Context: an optimization exercise on an open-source flow, tuned for small area, a short achievable clock period and few clock cycles. The choices shown serve that exercise and are no tape-out recipe.
No functional check of the RTL was part of any run shown here.
No activity file was given, so power comes from the tool's default toggle rates.

**flow/config.mk**
```make
export PLATFORM = sky130hd
export DESIGN_NAME = mcp23x17_seq
export DESIGN_NICKNAME = mcp23x17_seq
export VERILOG_FILES = /design/flow/design.v
export SDC_FILE = /design/flow/constraint.sdc
export NUM_CORES = 4
export LEC_CHECK = 0
export CAP_MARGIN = 20
export CORE_AREA = 5 5 325 325
export DIE_AREA = 0 0 330 330
export SLEW_MARGIN = 20
```
**flow/constraint.sdc**
```tcl
create_clock -name core_clock -period 10.0 [get_ports {clk}]
set_input_delay 2.0000 -clock core_clock [delete_from_list [all_inputs] [get_ports {clk}]]
set_output_delay 2.0000 -clock core_clock [all_outputs]
set_load 0.01 [all_outputs]
```
**flow/design.v**
```verilog
module mcp23x17_seq (
    input  wire        clk,
    input  wire        rst,             
    input  wire [7:0]   cfg_mode,       
    input  wire [11:0]  cfg_opcode,     
    input  wire [3:0]   cfg_bank,       
    input  wire [287:0] cfg_porta,      
    input  wire [255:0] cfg_portb,      
    input  wire [3:0]   cmd_valid,
    input  wire [63:0]  cmd_word,
    output wire [3:0]   cmd_ready,
    output wire [31:0]  ctx_status,     
    output wire [31:0]  rsp_data,       
    output wire [15:0]  fault_status,
    output wire [7:0]   fault_ctx,
    output wire [7:0]   fault_dev,
    output wire         escalate,
    output reg  [3:0]   cs,
    input  wire         spi_busy,
    output wire         spi_req,
    output wire [23:0]  spi_tx,
    input  wire         spi_ack,
    input  wire [23:0]  spi_rx,
    input  wire [1:0]   spi_st,
    output wire         i2c_req,
    output wire         i2c_rnw,
    output wire [1:0]   i2c_len,
    output wire [7:0]   i2c_sla,
    output wire [23:0]  i2c_wdata,
    input  wire         i2c_ack,
    input  wire [1:0]   i2c_st,
    input  wire [7:0]   i2c_rdata
);
    localparam [2:0] S_IDLE  = 3'd0,    
                     S_PRE   = 3'd1,    
                     S_SREQ  = 3'd2,    
                     S_POST  = 3'd3,    
                     S_PULSE = 3'd4,    
                     S_IW    = 3'd5,    
                     S_IR    = 3'd6;    
    localparam [1:0] CMD_INIT  = 2'd0,
                     CMD_READ  = 2'd1,
                     CMD_WRITE = 2'd2;
    localparam [1:0] MODE_SPI = 2'd1,
                     MODE_I2C = 2'd2;
    localparam [4:0] INIT_LAST = 5'd23;
    function is_illegal(input [15:0] w);
        begin
            if (w[13])
                is_illegal = 1'b1;
            else case (w[15:14])
                2'b00:   is_illegal = (w[12:0] != 13'd0);
                2'b01:   is_illegal = (w[11:8] > 4'd10) || (w[7:0] != 8'd0);
                2'b10:   is_illegal = (w[11:8] > 4'd10);
                default: is_illegal = 1'b1;
            endcase
        end
    endfunction
    function [3:0] eight_reg(input [2:0] k);
        case (k)
            3'd0: eight_reg = 4'd0;    
            3'd1: eight_reg = 4'd1;    
            3'd2: eight_reg = 4'd2;    
            3'd3: eight_reg = 4'd3;    
            3'd4: eight_reg = 4'd4;    
            3'd5: eight_reg = 4'd6;    
            3'd6: eight_reg = 4'd9;    
            default: eight_reg = 4'd10;  
        endcase
    endfunction
    reg  [3:0]  busy;
    reg  [1:0]  kind  [0:3];
    reg  [12:0] args  [0:3];    
    reg  [7:0]  rsp_b [0:3];
    reg  [3:0]  dval;
    reg  [3:0]  okval;
    reg  [3:0]  rok;
    reg         flt_valid;
    reg  [3:0]  flt_cause;
    reg  [1:0]  flt_ctx;
    reg  [2:0]  st;
    reg  [1:0]  own;
    reg  [2:0]  f_op;           
    reg         f_rw;           
    reg  [4:0]  f_addr;
    reg  [7:0]  f_data;         
    integer k;
    wire [7:0] f_ctrl = {4'b0100, f_op, f_rw};
    assign spi_req   = (st == S_SREQ) && !flt_valid;
    assign spi_tx    = {f_ctrl, 3'b000, f_addr, f_rw ? 8'h00 : f_data};
    assign i2c_req   = ((st == S_IW) || (st == S_IR)) && !flt_valid;
    assign i2c_rnw   = (st == S_IR);
    assign i2c_len   = (st == S_IR) ? 2'd1 : (f_rw ? 2'd2 : 2'd3);
    assign i2c_sla   = {5'b00000, f_op};
    assign i2c_wdata = {f_ctrl, 3'b000, f_addr, f_data};
    wire [3:0] acc = cmd_valid & ~busy & {4{~flt_valid}};
    wire spi_ackd = (st == S_SREQ) && spi_ack && !flt_valid;
    wire i2c_ackd = ((st == S_IW) || (st == S_IR)) && i2c_ack && !flt_valid;
    reg        new_flt;
    reg [3:0]  new_cause;
    reg [1:0]  new_ctx;
    integer    i;
    always @(*) begin
        new_flt   = 1'b0;
        new_cause = 4'd0;
        new_ctx   = own;
        if (spi_ackd && spi_st != 2'd0) begin
            new_flt   = 1'b1;
            new_cause = (spi_st == 2'd1) ? 4'd1 : 4'd2;
        end else if (i2c_ackd && i2c_st != 2'd0) begin
            new_flt   = 1'b1;
            if (st == S_IW)
                new_cause = (i2c_st == 2'd1) ? 4'd3 : 4'd4;
            else
                new_cause = (i2c_st == 2'd1) ? 4'd5 : 4'd6;
        end else begin
            for (i = 3; i >= 0; i = i - 1) begin
                if (acc[i]) begin
                    if (is_illegal(cmd_word[16*i +: 16])) begin
                        new_flt   = 1'b1;
                        new_cause = 4'd8;
                        new_ctx   = i[1:0];
                    end else if (cfg_mode[2*i +: 2] != MODE_SPI &&
                                 cfg_mode[2*i +: 2] != MODE_I2C) begin
                        new_flt   = 1'b1;
                        new_cause = 4'd7;
                        new_ctx   = i[1:0];
                    end
                end
            end
        end
    end
    wire upd = !flt_valid && !new_flt;
    wire [3:0] c_spi;           
    wire [3:0] c_rw;            
    wire [3:0] c_pulse;         
    wire [3:0] c_more;          
    wire [4:0] c_addr [0:3];
    wire [2:0] c_op   [0:3];
    wire [7:0] c_data [0:3];
    wire [4:0] c_next [0:3];
    genvar c, b;
    generate
        for (c = 0; c < 4; c = c + 1) begin : g_ctx
            wire [12:0] a     = args[c];
            wire [4:0]  idx   = a[4:0];
            wire        init  = (kind[c] == CMD_INIT);
            wire        pre   = init && (idx[4:3] == 2'b00);
            wire        port  = init ? idx[4] : a[12];
            wire [3:0]  rg    = !init ? a[11:8] : (pre ? 4'd5 : eight_reg(idx[2:0]));
            wire [2:0]  opc   = cfg_opcode[3*c +: 3];
            assign c_spi[c]   = (cfg_mode[2*c +: 2] == MODE_SPI);
            assign c_rw[c]    = (kind[c] == CMD_READ) || (pre && idx[1]);
            assign c_pulse[c] = pre && (idx[1:0] == 2'd0);
            assign c_more[c]  = init && (idx != INIT_LAST);
            assign c_addr[c]  = cfg_bank[c] ? {port, rg} : {rg, port};
            assign c_op[c]    = c_spi[c] ? {1'b0, opc[1:0]} : opc;
            wire        carry = &idx[2:0];
            assign c_next[c]  = (idx[4:3] == 2'b00 && idx[1]) ? 5'd8 :
                                {idx[4] | (idx[3] & carry), idx[3] ^ carry,
                                 idx[2] ^ (idx[1] & idx[0]), idx[1] ^ idx[0], ~idx[0]};
            wire [16:0] sel;
            assign sel[16] = pre;
            for (b = 0; b < 8; b = b + 1) begin : g_sel
                assign sel[b]     = init && (idx[4:3] == 2'b01) && (idx[2:0] == b);
                assign sel[8 + b] = init && (idx[4:3] == 2'b10) && (idx[2:0] == b);
            end
            reg [7:0] d;
            integer m;
            always @(*) begin
                d = init ? 8'h00 : a[7:0];
                for (m = 0; m < 8; m = m + 1) begin
                    d = d | ({8{sel[m]}}     & cfg_porta[72*c + 8*m +: 8])
                          | ({8{sel[8 + m]}} & cfg_portb[64*c + 8*m +: 8]);
                end
                d = d | ({8{sel[16]}} & cfg_porta[72*c + 64 +: 8]);
            end
            assign c_data[c] = d;
        end
    endgenerate
    wire [3:0] own_oh = 4'b0001 << own;
    wire [3:0] pend   = busy & ~(own_oh & {4{st != S_IDLE}});
    reg [3:0]  gnt;             
    reg [1:0]  nx;
    function [1:0] rr_pick(input [1:0] x, input [3:0] p);
        reg [3:0] r;
        reg [1:0] f;
        begin
            case (x)
                2'd0: r = {p[0], p[3], p[2], p[1]};
                2'd1: r = {p[1], p[0], p[3], p[2]};
                2'd2: r = {p[2], p[1], p[0], p[3]};
                default: r = p;
            endcase
            f = r[0] ? 2'd0 : r[1] ? 2'd1 : r[2] ? 2'd2 : 2'd3;
            case ({x, f})
                4'b0000: rr_pick = 2'd1; 4'b0001: rr_pick = 2'd2; 4'b0010: rr_pick = 2'd3; 4'b0011: rr_pick = 2'd0;
                4'b0100: rr_pick = 2'd2; 4'b0101: rr_pick = 2'd3; 4'b0110: rr_pick = 2'd0; 4'b0111: rr_pick = 2'd1;
                4'b1000: rr_pick = 2'd3; 4'b1001: rr_pick = 2'd0; 4'b1010: rr_pick = 2'd1; 4'b1011: rr_pick = 2'd2;
                4'b1100: rr_pick = 2'd0; 4'b1101: rr_pick = 2'd1; 4'b1110: rr_pick = 2'd2; default: rr_pick = 2'd3;
            endcase
        end
    endfunction
    always @(*) begin
        nx  = rr_pick(own, pend);
        gnt = {nx == 2'd3, nx == 2'd2, nx == 2'd1, nx == 2'd0} & {4{|pend}};
    end
    wire nx_valid = |pend;
    reg        n_spi, n_rw, n_pulse;
    reg [2:0]  n_op;
    reg [4:0]  n_addr;
    reg [7:0]  n_data;
    integer    q;
    always @(*) begin
        n_spi = 1'b0; n_rw = 1'b0; n_pulse = 1'b0;
        n_op = 3'd0; n_addr = 5'd0; n_data = 8'd0;
        for (q = 0; q < 4; q = q + 1) begin
            n_spi   = n_spi   | (gnt[q] & c_spi[q]);
            n_rw    = n_rw    | (gnt[q] & c_rw[q]);
            n_pulse = n_pulse | (gnt[q] & c_pulse[q]);
            n_op    = n_op    | ({3{gnt[q]}} & c_op[q]);
            n_addr  = n_addr  | ({5{gnt[q]}} & c_addr[q]);
            n_data  = n_data  | ({8{gnt[q]}} & c_data[q]);
        end
    end
    wire fin = (st == S_PULSE) ||
               ((st == S_POST) && !spi_busy) ||
               ((st == S_IW) && i2c_ack && !f_rw) ||
               ((st == S_IR) && i2c_ack);
    wire go  = (st == S_IDLE) || fin;
    wire       o_more = |(own_oh & c_more);
    wire [3:0] done   = (fin && !o_more) ? own_oh : 4'd0;
    wire [7:0] o_rd   = (st == S_IR) ? i2c_rdata : f_data;
    wire       rd_ack = (spi_ackd && f_rw) || (i2c_ackd && st == S_IR);
    wire       rd_eq  = (((st == S_IR) ? i2c_rdata : spi_rx[7:0]) == f_data);
    always @(posedge clk) begin
        for (k = 0; k < 4; k = k + 1) begin
            if (acc[k]) begin
                kind[k] <= cmd_word[16*k+14 +: 2];
                args[k] <= {cmd_word[16*k+1 +: 12],
                            cmd_word[16*k] | (cmd_word[16*k+14 +: 2] == CMD_INIT &&
                                              cfg_mode[2*k +: 2] == MODE_I2C)};
            end else if (own_oh[k]) begin
                if (rd_ack)
                    args[k][5] <= rd_eq;
                if (fin && c_more[k])
                    args[k][4:0] <= c_next[k];
            end
            if (upd && done[k]) begin
                if (kind[k] == CMD_READ) begin
                    rsp_b[k] <= o_rd;
                    dval[k]  <= 1'b1;
                end
                if (kind[k] == CMD_INIT) begin
                    rok[k]   <= args[k][5];
                    okval[k] <= 1'b1;
                end
            end
        end
        if (spi_ackd)
            f_data <= spi_rx[7:0];
        case (st)
            S_PRE:  if (!spi_busy) st <= S_SREQ;
            S_SREQ: if (spi_ack)   st <= S_POST;
            S_IW:   if (i2c_ack && f_rw) st <= S_IR;
            default: ;
        endcase
        if (go) begin
            if (nx_valid) begin
                own    <= nx;
                f_op   <= n_op;
                f_rw   <= n_rw;
                f_addr <= n_addr;
                f_data <= n_data;
                st     <= n_spi ? (n_pulse ? S_PULSE : S_PRE) : S_IW;
                if (upd)
                    cs <= {4{n_spi}} & gnt;
            end else begin
                st <= S_IDLE;
                if (upd)
                    cs <= 4'b0000;
            end
        end
        if (upd)
            busy <= (busy | acc) & ~done;
        if (new_flt) begin
            flt_valid <= 1'b1;
            flt_cause <= new_cause;
            flt_ctx   <= new_ctx;
        end
        if (rst) begin
            busy      <= 4'd0;
            dval      <= 4'd0;
            okval     <= 4'd0;
            rok       <= 4'd0;
            flt_valid <= 1'b0;
            flt_cause <= 4'd0;
            flt_ctx   <= 2'd0;
            cs        <= 4'd0;
            st        <= S_IDLE;
            own       <= 2'd0;
        end
    end
    assign cmd_ready = ~busy & {4{~flt_valid}};
    generate
        for (c = 0; c < 4; c = c + 1) begin : g_status
            assign ctx_status[8*c +: 8] = {3'b000, busy[c], rok[c], okval[c],
                                           dval[c], busy[c]};
            assign rsp_data[8*c +: 8]   = rsp_b[c];
        end
    endgenerate
    reg [3:0] flt_phase;
    always @(*) begin
        case (flt_cause)
            4'd1, 4'd2: flt_phase = 4'd4;
            4'd3, 4'd4: flt_phase = 4'd7;
            4'd5, 4'd6: flt_phase = 4'd8;
            default:    flt_phase = 4'd0;
        endcase
    end
    assign fault_status = {4'b0000, flt_phase, 3'b000, flt_cause, flt_valid};
    assign fault_ctx    = {6'd0, flt_ctx};
    assign fault_dev    = {6'd0, flt_ctx};
    assign escalate     = flt_valid;
endmodule
```
**flow/flow/run.sh**
```bash
#!/bin/bash
set -euo pipefail
bash standard.sh "BUFFER_PORTS_ARGS=-buffer_cell sky130_fd_sc_hd__buf_1" finish > standard.log 2>&1
```
**flow/standard.sh**
```bash
#!/bin/bash
# synth_recipe.tcl (not shown) runs the flow's synth.tcl, then flattens the netlist and writes it again
# the make line also repeats each setting of config.mk as NAME=value (left out here)
make -C /OpenROAD-flow-scripts/flow DESIGN_CONFIG=/design/flow/config.mk WORK_HOME=/design/flow/orfs CLKGATE_MAP_FILE= SYNTH_SCRIPT=/design/flow/synth_recipe.tcl "${@:-finish}"
```
==> impl_results.md, run 1 <==
- Peak supply drop: 0.121 mV
- Layout Skew: between 0.02 and 0.025 ns
- Proportion of layout cells with a drive suffix above 1: around 5.8%
- Pre-antenna DRT Iters: 9
- Reg2Reg Depth: 7
- Final period util: between 50% and 60%
- Fin util: between 10% and 20%
- Top Ports: roughly 840
- Status: complete, no violations
- Post-synth top area share: between 20% and 30%
- Pleak: 5.63 nW
- Crit path max-delay family: simple AND/OR/NAND/NOR gates
- Synth Cell Area: 0.0123 mm2
- CTS tree: done
- Reg2reg end: rsp_b[3][4]
- Die area: 0.109 mm2
- Seq cells post-synth: ~140
- Synth-to-Final Area Change: 40.7%
- Power Dens Cells: 161 mW/mm2
- GR peak layer: met2
- H-tree Lvls: 4
- Setup TNS Final: 0 ns
- Min Tclk post-route: between 5 and 6 ns
- Vias in the first global route: around 16000
- Starting Density: 12.1%
- Max-Cap Viols: 0
- Worst hold start: okval[2]
- Hold Path End: okval[2]
- Post-CTS Setup Inserts: 0
- DR WL/cell: roughly 30 um
- Critical path class: input port to register
- Unrepaired setup endpoints after global routing: no
- Dpl hpwl: between 90000 and 100000 um
- Max-slew violation count: 0
- # port buffers: 776
- Crit start category: input port
- Initial drt markers: approximately 1900
- Worst reg2reg startpoint: flt_valid
- Buf/Inv on CP: 1
- Die height: 330 um
- Syn_area_per_cell: 8.30 um2
- TritonCTS Buffers: 17
- Worst-skew pair later-pin latency: 0.50 ns
- Met1 usage: between 20% and 30%
- Grt met3 use: 6.09%
- Slew headroom: between 20% and 30%
- GR met2 Demand/Resource: just under 30%
- Remaining DRCs: 0
- Rows: 117
- Hold Crit Class: register to register
- Fmax: about 170 MHz
- Clock tree sinks: 141
- First-pass GRT wire length: 135000 um
- CP required: 10.10 ns
- Worst setup EP type: register
- WL final: about 110000 um
- Worst slew pin tran: between 1 and 1.5 ns
- Number of synthesized flops with an enable pin: approximately 100
- Post-synth ARST share: 0%
- Hold depth: 2
- Core Region: 0.102 mm2
- Final Hold Viols: 0
- Post-synth top flop: edfxtp_1
- Largest net degree at the start of global routing: 28
- Die width: approximately 330 um
- Cts hold-fix bufs: 0
- Synth warn: 4
- Worst path max stage delay: 0.92 ns
- Yosys cell types: 77
- Sequential share of the synthesized area: a little under a third
- CP cell instances: buf_1 > or4_1 > a21oi_1 > o221ai_1 > or2_2 > a211oi_2 > nand2_1 > nor2_1
- ANT nets after route: 0
- Clock Tree Buf Depth: 2
- Final #Nets: slightly below 3000
- Antenna violations before repair: 46
- Post-CTS Resized: 0
- Internal reg-to-reg setup slack: 4.96 ns
- Total gr overflow: 0
- Synth area leader: edfxtp_1
- Crit path DAT: 6.01 ns
- Cells after Synth: ~1500
- Final estimated routing congestion in global placement: around 1.1
- Synth top area cells: edfxtp_1 25%, a22oi_1 7.5%, dfxtp_1 6.5%
- Clk slew on worst S/H paths: 0.08 ns
- Final setup violation count: 0
- Worst Path Max Fanout: 13
- Clock Tree Root: clkbuf_16
- Slowest CP cell: nor2_1
- Via count: 16773
- Mean number of vias per cell: between 4 and 5
- Global-route usage over all layers: around 18%
==> cell type report <==
class | instances | area (um2)
Antenna cell | 32 | 80.1
Sequential cell | 141 | 3830
Fill cell | 11703 | 84400
Tap cell | 1368 | 1710
Multi-Input combinational cell | 1162 | 7630
Clock buffer | 20 | 500
Inverter | 46 | 173
Clock inverter | 12 | 120
Timing Repair Buffer | 827 | 3320
==> worst max-delay path by stage <==
| stage | start | end | depth (start not counted) |
|---|---|---|---|
| final | cmd_word[58] | rsp_b[3][4] | 8 |
| after CTS | cmd_word[26] | rsp_b[3][1] | 8 |
| after global placement | cmd_word[26] | rsp_b[2][5] | 8 |
| after detailed placement | cmd_word[26] | rsp_b[3][0] | 8 |
| after global routing | cmd_word[58] | rsp_b[3][1] | 8 |
| after floorplan | cmd_word[26] | rsp_b[0][0] | 6 |
==> state kept, by name (all words and copies together), names as in the netlist <==
register / cells
args: 52
rsp_b: 32
f_data: 8
kind: 8
f_addr: 5
busy: 4
cs: 4
dval: 4
flt_cause: 4
okval: 4
rok: 4
f_op: 3
st: 3
flt_ctx: 2
own: 2
f_rw: 1
flt_valid: 1
==> cell usage in the layout, fill, tap and decap left out, drive strengths merged, types with 11 or more instances in the layout <==
cell / count
buf: 827
nand2: 170
a22oi: 124
edfxtp: 101
nor2: 79
o21ai: 68
inv: 54
a21oi: 50
nand3: 50
conb: 50
a32oi: 48
dfxtp: 40
nor3: 38
ha: 37
nand4: 36
and3: 33
diode: 32
a222oi: 32
nor2b: 27
and2: 27
mux2i: 21
clkbuf: 20
a22o: 17
a221oi: 16
a211oi: 16
o211ai: 15
a31oi: 13
nor4b: 13
nand3b: 12
o31ai: 11
==> stage by stage <==
step	instance area [um2]	cells	hold slack, ns	total power (W)	worst slack, ns
final	17400	3608	0.456	0.00280	4.10
after CTS	17200	3574	0.457	0.00283	4.09
after detailed placement	16600	3542	0.441	0.00210	3.54
after floorplan	12500	1535	0.470	0.00146	5.54
after global placement	16600	3542	0.438	0.00209	3.54
after global routing	17300	3587	0.461	0.00296	3.91
==> power by group <==
group / switching, W / leakage [nW] / total (W) / internal (W)
sequential: 0.000180 / 1.27 / 0.000925 / 0.000745
combinational: 0.000793 / 4.05 / 0.00117 / 0.000380
clock: 0.000329 / 0.309 / 0.000704 / 0.000375
total: 0.00130 / 5.63 / 0.00280 / 0.00150
==> cells in the mapped netlist (5+ instances only) <==
library cell / n
a2111oi_0: 10
a211oi_1: 15
a21oi_1: 50
a221oi_1: 16
a222oi_1: 32
a22o_1: 17
a22oi_1: 124
a2bb2oi_1: 5
a31o_2: 5
a31oi_1: 13
a32o_1: 7
a32oi_1: 48
and2_1: 23
and3_1: 33
and4_1: 6
buf_1: 11
buf_4: 72
clkbuf_1: 100
dfxtp_1: 40
edfxtp_1: 101
ha_1: 37
inv_1: 42
mux2_2: 9
mux2i_1: 21
nand2_1: 170
nand2b_1: 8
nand3_1: 50
nand3b_1: 12
nand4_1: 36
nand4b_1: 7
nor2_1: 78
nor2b_1: 27
nor3_1: 36
nor4_1: 7
nor4b_1: 11
o211ai_1: 15
o21ai_0: 68
o22a_1: 7
o22ai_1: 10
o31ai_1: 11
or2_2: 7
or4_1: 8
xnor2_1: 10
==> routing by layer <==
layer	up-vias	routed length (um)	part of all wire, %
li1	7192	-	-
met1	8063	42600	40
met2	1267	47500	45
met3	231	11500	11
met4	20	4780	4.5
met5	-	135	0.13
==> cell families (layout without fill, tap and decap cells) <==
kind of cell | after synthesis | after routing | synth area share, %
adder cells (fa/ha/maj) | 37 | 37 | 3.75
AND/OR/NAND/NOR | 534 | 534 | 22.2
AO/OA/AOI/OAI | 500 | 500 | 30.3
other | 2 | 82 | 0.0608
multiplexers | 30 | 30 | 2.52
buffers and inverters | 232 | 905 | 9.28
XOR/XNOR | 11 | 11 | 0.781
flip-flops | 141 | 141 | 31.1
==> worst register-to-register path, cell delays in order, from the launching register on <==
cell	delay, ns
dfxtp_1	0.70
nor2_1	0.15
nand2_1	0.45
clkinv_1	0.68
a221o_1	0.56
a211oi_2	0.77
nand2_1	0.41
nor2_1	0.92
==> run 2, diff against run 1 <==
--- a/flow/config.mk
+++ b/flow/config.mk
@@ -7,2 +7,3 @@
 export LEC_CHECK = 0
+export ABC_CLOCK_PERIOD_IN_PS = 4000
 export CAP_MARGIN = 20
@@ -10,2 +11,3 @@
 export DIE_AREA = 0 0 330 330
+export SETUP_SLACK_MARGIN = 5
 export SLEW_MARGIN = 20
==> impl_results.md, run 2 <==
- Status: complete, no violations
- Clk slew on worst S/H paths: ~0.08 ns
- Total gr overflow: 0
- Fmax: 202 MHz
- Synth area leader: edfxtp_1
- CTS tree: done
- Count leader, synth: nand2_1
- Worst slew pin tran: 1.14 ns
- Crit path DAT: around 5.1 ns
- Pleak: between 5 and 6 nW
- TritonCTS Buffers: 17
- H-tree Lvls: 4
- Biggest regs: args x52, rsp_b x32
- Max-slew violation count: 0
- Synth-to-Final Area Change: 40.9%
- Commonest non-fill, non-tap cell in the layout: buf_1
- Post-synth top area share: 24.6%
- Largest family of logic cells by synthesized area: compound AO/OA/AOI/OAI gates
- Synth warn: 4
- Power Dens Cells: between 150 and 200 mW/mm2
- Mean number of vias per cell: ~4.7
- # port buffers: between 700 and 800
- Die area: about 0.11 mm2
- Final setup violation count: 0
- Compound-Gate Fraction of Synth Area: between 30 and 40%
- Critical path class: input port to register
- Via count: ~17000
- Cts hold-fix bufs: 0
- Yosys cell types: between 70 and 80
- Peak supply drop: 0.119 mV
- Clock tree sinks: roughly 140
- Slew headroom: 23.8%
- Largest net degree at the start of global routing: 28
- Layout Skew: 0.0217 ns
- Antenna violations before repair: 46
- Seq cells post-synth: between 100 and 150
- Hold Crit Class: register to register
- Worst setup EP type: register
- Commonest cells post-synth: 170 x nand2_1, 124 x a22oi_1, 101 x edfxtp_1
- Mux contribution to synthesized area: about 2.5%
- WL final: approximately 110000 um
- Unrepaired setup endpoints after global routing: no
- Cells after Synth: ~1500
- CP required: between 10 and 15 ns
- ANT nets after route: 0
- Clock Tree Buf Depth: 2
- Number of synthesized flops with an enable pin: a little over 100
- Initial drt markers: 1995
- Die height: around 330 um
- Synth Area in Adders: 3.75%
- Most frequent cells in the layout: 776 x buf_1, 170 x nand2_1, 124 x a22oi_1
- Final period util: roughly 50%
- Largest register FFs: 52
- Setup TNS Final: 0 ns
- Synth top area cells: edfxtp_1 25%, a22oi_1 7.5%, dfxtp_1 6.5%
- Sequential share of the synthesized area: between 30 and 40%
- Core Region: ~0.10 mm2
- Post-synth top flop: edfxtp_1
- Synth Cell Area: 0.0123 mm2
- Worst-skew pair later-pin latency: 0.50 ns
- Synth Area in XOR/XNOR: less than 1%
- Final estimated routing congestion in global placement: roughly 1.1
- Crit start category: input port
- Fin util: between 10% and 20%
- Vias in the first global route: about 16000
- Proportion of layout cells with a drive suffix above 1: ~6.0%
- Pre-antenna DRT Iters: 9
- Dpl hpwl: between 90000 and 100000 um
- Max-Cap Viols: 0
- Clock Tree Root: clkbuf_16
- Final Hold Viols: 0
- Min Tclk post-route: about 5 ns
- Top Ports: ~840
- Post-synth ARST share: 0%
- Remaining DRCs: 0
- Syn_area_per_cell: around 8.3 um2
- Worst Path Max Fanout: 16
- Global-route usage over all layers: 18.3%
- First-pass GRT wire length: approximately 140000 um
- Largest register by flop count: args
- Final #Nets: between 2000 and 3000
- Die width: roughly 330 um
- Rows: roughly 120
- DR WL/cell: approximately 30 um
- Starting Density: 12.1%
- Simple-gate area share of the yosys netlist: between 20% and 30%
## run 2: cell count changes in the layout (fill, tap and decap cells not counted), sizes merged
cell	previous run	this run
inv	54	55
clkinv	4	3
diode	32	28
buf	827	828
## run 2: cell families after synthesis
kind of cell / Yosys count
AND/OR/NAND/NOR: 534
XOR/XNOR: 11
AO/OA/AOI/OAI: 500
multiplexers: 30
other: 2
adder cells (fa/ha/maj): 37
buffers and inverters: 232
flip-flops: 141
## run 2: layout make-up
| cell class | count | area [um2] |
|---|---|---|
| timing repair buffer | 828 | 3320 |
| fill | 11702 | 84300 |
| sequential | 141 | 3830 |
| clock inverter | 12 | 120 |
| tap | 1368 | 1710 |
| antenna | 28 | 70.1 |
| multi-input combinational | 1162 | 7660 |
| clock buffer | 20 | 500 |
| inverter | 46 | 173 |
## run 2: critical path: stages
cell	delay, ns
buf_1	0.11
nand2_1	0.44
clkinv_1	0.71
a221o_1	0.59
a2111o_4	0.56
nor3_4	0.63
## run 2: through the flow
step | total power (W) | cell area, um2 | hold slack [ns] | worst slack [ns] | cells
after floorplan | 0.00146 | 12500 | 0.470 | 5.54 | 1535
after global placement | 0.00209 | 16600 | 0.438 | 3.54 | 3542
after detailed placement | 0.00210 | 16600 | 0.441 | 3.54 | 3542
after CTS | 0.00283 | 17300 | 0.457 | 5.07 | 3576
after global routing | 0.00295 | 17400 | 0.461 | 5.01 | 3589
final | 0.00280 | 17400 | 0.455 | 5.04 | 3605
## run 2: final timing paths
kind           startpoint           to  slack, ns  cells past startpoint
min              okval[2]     okval[2]       0.46                      2
min reg2reg      okval[2]     okval[2]       0.46                      2
max          cmd_valid[0]  rsp_b[0][3]       5.04                      6
max reg2reg     flt_valid  rsp_b[0][3]       5.77                      6
## run 2: metal layers
layer  GRT usage (%)  up-vias  part of all wire, %
met5               0        -                 0.11
li1                -     7182                    -
met1            23.0     8109                   40
met2            29.2     1287                   45
met4            7.27       18                  4.5
met3            5.79      211                   10
## run 2: report_power, final
| part | switching, W | internal (W) |
|---|---|---|
| sequential | 0.000179 | 0.000745 |
| combinational | 0.000799 | 0.000371 |
| clock | 0.000327 | 0.000375 |
## run 2: what timing repair did
action,CTS,global route
endpoints found under the setup margin,33,16
gates resized for setup,6,0
pin swaps,3,2
setup buffers,2,0
==> run 3, diff against run 2 <==
==> flow/flow/run.sh (replaced) <==
#!/bin/bash
set -euo pipefail
bash standard.sh "BUFFER_PORTS_ARGS=-buffer_cell sky130_fd_sc_hd__buf_1" \
  SETUP_SLACK_MARGIN=7 ABC_CLOCK_PERIOD_IN_PS=3000 finish > standard.log 2>&1
--- a/flow/config.mk
+++ b/flow/config.mk
@@ -7,3 +7,2 @@
 export LEC_CHECK = 0
-export ABC_CLOCK_PERIOD_IN_PS = 4000
 export CAP_MARGIN = 20
@@ -11,3 +10,2 @@
 export DIE_AREA = 0 0 330 330
-export SETUP_SLACK_MARGIN = 5
 export SLEW_MARGIN = 20
==> impl_results.md, run 3 <==
- Status: complete, no violations
- Cell Int Power: between 0.0015 and 0.002 W
- Setup crit start: cmd_word[26]
- Slowest CP cell: or4_4
- Total gr overflow: 0
- Largest register FFs: 52
- Layout Skew: between 0.01 and 0.015 ns
- Vias in the first global route: 16459
- Register area: slightly below 0.004 mm2
- Sequential share of power: 27.1%
- Clock Tree Root: clkbuf_16
- Power Dens Cells: 161 mW/mm2
- Remaining DRCs: 0
- WL final: about 110000 um
- Crit path max-delay family: compound AO/OA/AOI/OAI gates
- Peak supply drop: between 0.1 and 0.15 mV
- Initial drt markers: around 1500
- Unrepaired setup endpoints after global routing: yes
- Clock tree sinks: ~140
- Mean number of vias per cell: ~4.6
- Hold Crit Class: register to register
- Global-route usage over all layers: roughly 19%
- Worst-skew pair later-pin latency: around 0.47 ns
- CP cell instances: buf_6 > or4_4 > a21oi_4 > o2111ai_4 > a221o_1 > a2111o_4 > nor3_4 > buf_12
- Pleak: just under 7 nW
- Final estimated routing congestion in global placement: around 0.92
- Crit path DAT: roughly 4.2 ns
- H-tree Lvls: 4
- CP required: just over 10 ns
- Final #Nets: about 3000
- Final setup violation count: 0
- Worst Path Max Fanout: 9
- Commonest cells post-synth: 170 x nand2_1, 124 x a22oi_1, 101 x edfxtp_1
- Cells after Synth: approximately 1500
- Worst slew pin tran: a little under 1 ns
- Fmax: ~250 MHz
- Number of synthesized flops with an enable pin: 101
- Die width: 330 um
- Synth area leader: edfxtp_1
- Pre-antenna DRT Iters: 7
- Commonest non-fill, non-tap cell in the layout: buf_1
- TritonCTS Buffers: 17
- Starting Density: about an eighth
- Crit start category: input port
- Final period util: around two fifths
- Max-slew violation count: 0
- Fillers: between 10000 and 15000
- Count leader, synth: nand2_1
- Worst setup EP type: register
- Worst path max stage delay: around 0.53 ns
- Sequential share of the synthesized area: between 30% and 40%
- Setup TNS Final: 0 ns
- Critical path class: input port to register
- Clock Tree Buf Depth: 2
- Reg2reg end: f_data[7]
- Antenna violations before repair: 54
- Die area: 0.109 mm2
- Yosys cell types: 77
- Seq cells post-synth: roughly 140
- Most frequent cells in the layout: 662 x buf_1, 158 x nand2_1, 118 x a22oi_1
- Worst reg2reg startpoint: kind[3][0]
- First-pass GRT wire length: around 140000 um
- Largest net degree at the start of global routing: 29
- Buf/Inv on CP: 2
- Dpl hpwl: around 90000 um
- Sw Share: around 45%
- Syn_area_per_cell: about 8.3 um2
- Largest register by flop count: args
- Reg2Reg Depth: 6
- Slew headroom: 34.5%
- Synth warn: 4
- Rows: ~120
- # port buffers: between 700 and 800
- Core Region: 0.102 mm2
- Die height: roughly 330 um
- Clk slew on worst S/H paths: around 0.06 ns
- Area of the multi-input gates: between 0.008 and 0.009 mm2
- Post-synth top area share: 24.6%
- Hold slack: approximately 0.46 ns
- ANT nets after route: 0
- Crit path capture: rsp_b[1][7]
- Post-synth ARST share: 0%
- Max-Cap Viols: 0
- DR WL/cell: just under 30 um
- Min Tclk post-route: about 4.1 ns
- Final Hold Viols: 0
- Post-synth top flop: edfxtp_1
- Levels on crit path: 8
- Comb pwr share: between 50 and 60%
- Via count: roughly 17000
- Internal reg-to-reg setup slack: between 6 and 7 ns
- Synth Cell Area: 0.0123 mm2
- Synth top area cells: edfxtp_1 25%, a22oi_1 7.5%, dfxtp_1 6.5%
- Top Ports: 843
- Proportion of layout cells with a drive suffix above 1: between 20 and 25%
- CTS tree: done
- Net Switching: around 0.0015 W
- Biggest regs: args x52, rsp_b x32
- Clock power frac: 19.7%
- Fin util: 19.9%
- Synth-to-Final Area Change: 63.8%
==> run 3: cell counts after synthesis <==
Identical to the previous run, type by type.
==> run 3: worst min-delay path by stage <==
| stage | startpoint | endpoint | slack [ns] | cells after the start |
|---|---|---|---|---|
| floorplan | okval[0] | okval[0] | 0.47 | 2 |
| global placement | dval[2] | dval[2] | 0.44 | 2 |
| detailed placement | dval[1] | dval[1] | 0.44 | 1 |
| CTS | dval[1] | dval[1] | 0.46 | 1 |
| global route | okval[1] | okval[1] | 0.48 | 2 |
| finish | dval[1] | dval[1] | 0.46 | 1 |
==> run 3: cells by family after synthesis <==
| group | share of synthesized area (%) |
|---|---|
| adder cells (fa/ha/maj) | 3.75 |
| XOR/XNOR | 0.781 |
| flip-flops | 31.1 |
| multiplexers | 2.52 |
| AND/OR/NAND/NOR | 22.2 |
| buffers and inverters | 9.28 |
| other | 0.0608 |
| AO/OA/AOI/OAI | 30.3 |
==> run 3: area by class of cell <==
cell class	instances	share of cell area, %
Tap cell	1368	8.47
Timing Repair Buffer	923	23.8
Clock inverter	14	0.613
Antenna cell	18	0.223
Timing Repair inverter	4	0.186
Inverter	46	1.10
Sequential cell	141	19.4
Clock buffer	18	2.12
Multi-Input combinational cell	1162	44.1
==> run 3: timing repair <==
action,in CTS,in global routing
endpoints found under the setup margin,246,183
gates resized for setup,380,131
pin swaps,60,66
buffers inserted,83,29
gates cloned,3,1
hold buffers,0,0
==> run 3: per-layer routing <==
metal / GRT usage (%) / share of wire, % / routed length, um / vias up
met4: 4.19 / 2.2 / 2440 / 8
met3: 3.53 / 7.2 / 7770 / 164
met2: 32.8 / 49 / 53500 / 1031
met1: 23.4 / 41 / 44600 / 8335
li1: - / - / - / 7372
met5: 0 / 0.051 / 55 / -
==> run 3: worst reg2reg max path, stage by stage (launching register included) <==
cell and delay (ns):
edfxtp_1 0.65, or4b_1 0.56, nor2_2 0.18, a222oi_1 0.70, nand4_1 0.52, a2bb2oi_4 0.38
a41oi_2 0.13
==> run 3: per-stage QoR <==
stage	power, W	worst slack, ns	instances	instance area [um2]
final	0.00325	5.93	3694	20200
after global routing	0.00341	5.90	3688	20200
after CTS	0.00318	5.96	3646	19400
after detailed placement	0.00212	4.82	3528	16700
after global placement	0.00211	4.88	3528	16700
after floorplan	0.00152	5.75	1535	12800
==> run 3: power by group through the flow <==
stage | sequential [W] | clock, W | combinational, W
after floorplan | 0.000828 | 0 | 0.000696
after global placement | 0.000912 | 0 | 0.00119
after detailed placement | 0.000914 | 0 | 0.00120
after CTS | 0.000892 | 0.000660 | 0.00163
after global routing | 0.000890 | 0.000679 | 0.00184
final | 0.000880 | 0.000639 | 0.00173
==> run 4, diff against run 3 <==
--- a/flow/config.mk
+++ b/flow/config.mk
@@ -8,4 +8,5 @@
 export CAP_MARGIN = 20
-export CORE_AREA = 5 5 325 325
-export DIE_AREA = 0 0 330 330
+export CORE_AREA = 5 5 165 165
+export CTS_BUF_LIST = sky130_fd_sc_hd__clkbuf_4 sky130_fd_sc_hd__clkbuf_8
+export DIE_AREA = 0 0 170 170
 export SLEW_MARGIN = 20
==> impl_results.md, run 4 <==
- Yosys cell types: just under 80
- Synth top area cells: edfxtp_1 25%, a22oi_1 7.5%, dfxtp_1 6.5%
- Die height: approximately 170 um
- Synth area leader: edfxtp_1
- Seq cells post-synth: between 100 and 150
- Number of synthesized flops with an enable pin: about 100
- Count leader, synth: nand2_1
- Synth warn: 4
- Post-synth ARST share: 0%
- Rows: 58
- Commonest cells post-synth: 170 x nand2_1, 124 x a22oi_1, 101 x edfxtp_1
- Starting Density: 49.0%
- Die width: between 150 and 200 um
- Cells after Synth: 1487
- Fail Step: 3_2_place_iop
- Syn_area_per_cell: just over 8 um2
- Sequential share of the synthesized area: a little under a third
- Post-synth top area share: about 25%
- Status: stopped before the end
- Post-synth top flop: edfxtp_1
- First Error: [ERROR PPL-0024] Number of IO pins (843) exceeds maximum number of available positions (608). Increase the die perimeter from 680.00um to 1146.48um.
- Synth Cell Area: 0.0123 mm2
[run 4: kinds of logic after synthesis]
family / count (synthesis) / synth area share [%]
AO/OA/AOI/OAI: 500 / 30.3
XOR/XNOR: 11 / 0.781
adder cells (fa/ha/maj): 37 / 3.75
buffers and inverters: 232 / 9.28
flip-flops: 141 / 31.1
multiplexers: 30 / 2.52
other: 2 / 0.0608
AND/OR/NAND/NOR: 534 / 22.2

static timing again, ports no longer ideal:
How much do the figures lean on ideal ports? The routed layouts below were timed once more, with nothing changed but the port constraints.
Step 1 sets driving cells, clkbuf_16 on the clock port and buf_2 on the other inputs (assumed; they add their load-dependent delay and slew).
Step 2 also shifts input and output timing later by t, the mid clock arrival at the registers, as if the neighbouring blocks saw the same clock.
Slacks: ideal ports / drivers / drivers and shift; pairs: ideal ports / drivers.
run	t (ns)	setup WS [ns]	hold slack, ns
run 1	0.551	4.097 / 4.124 / 3.573	0.456 / 0.456 / 0.456
run 2	0.548	5.040 / 5.074 / 4.526	0.455 / 0.455 / 0.455
run 3	0.519	5.933 / 5.888 / 5.369	0.455 / 0.455 / 0.455
After both steps every run listed still meets setup and hold. The setup slack of run 3, which loses most, moves by -0.045 ns with the drivers and by -0.564 ns with both steps.
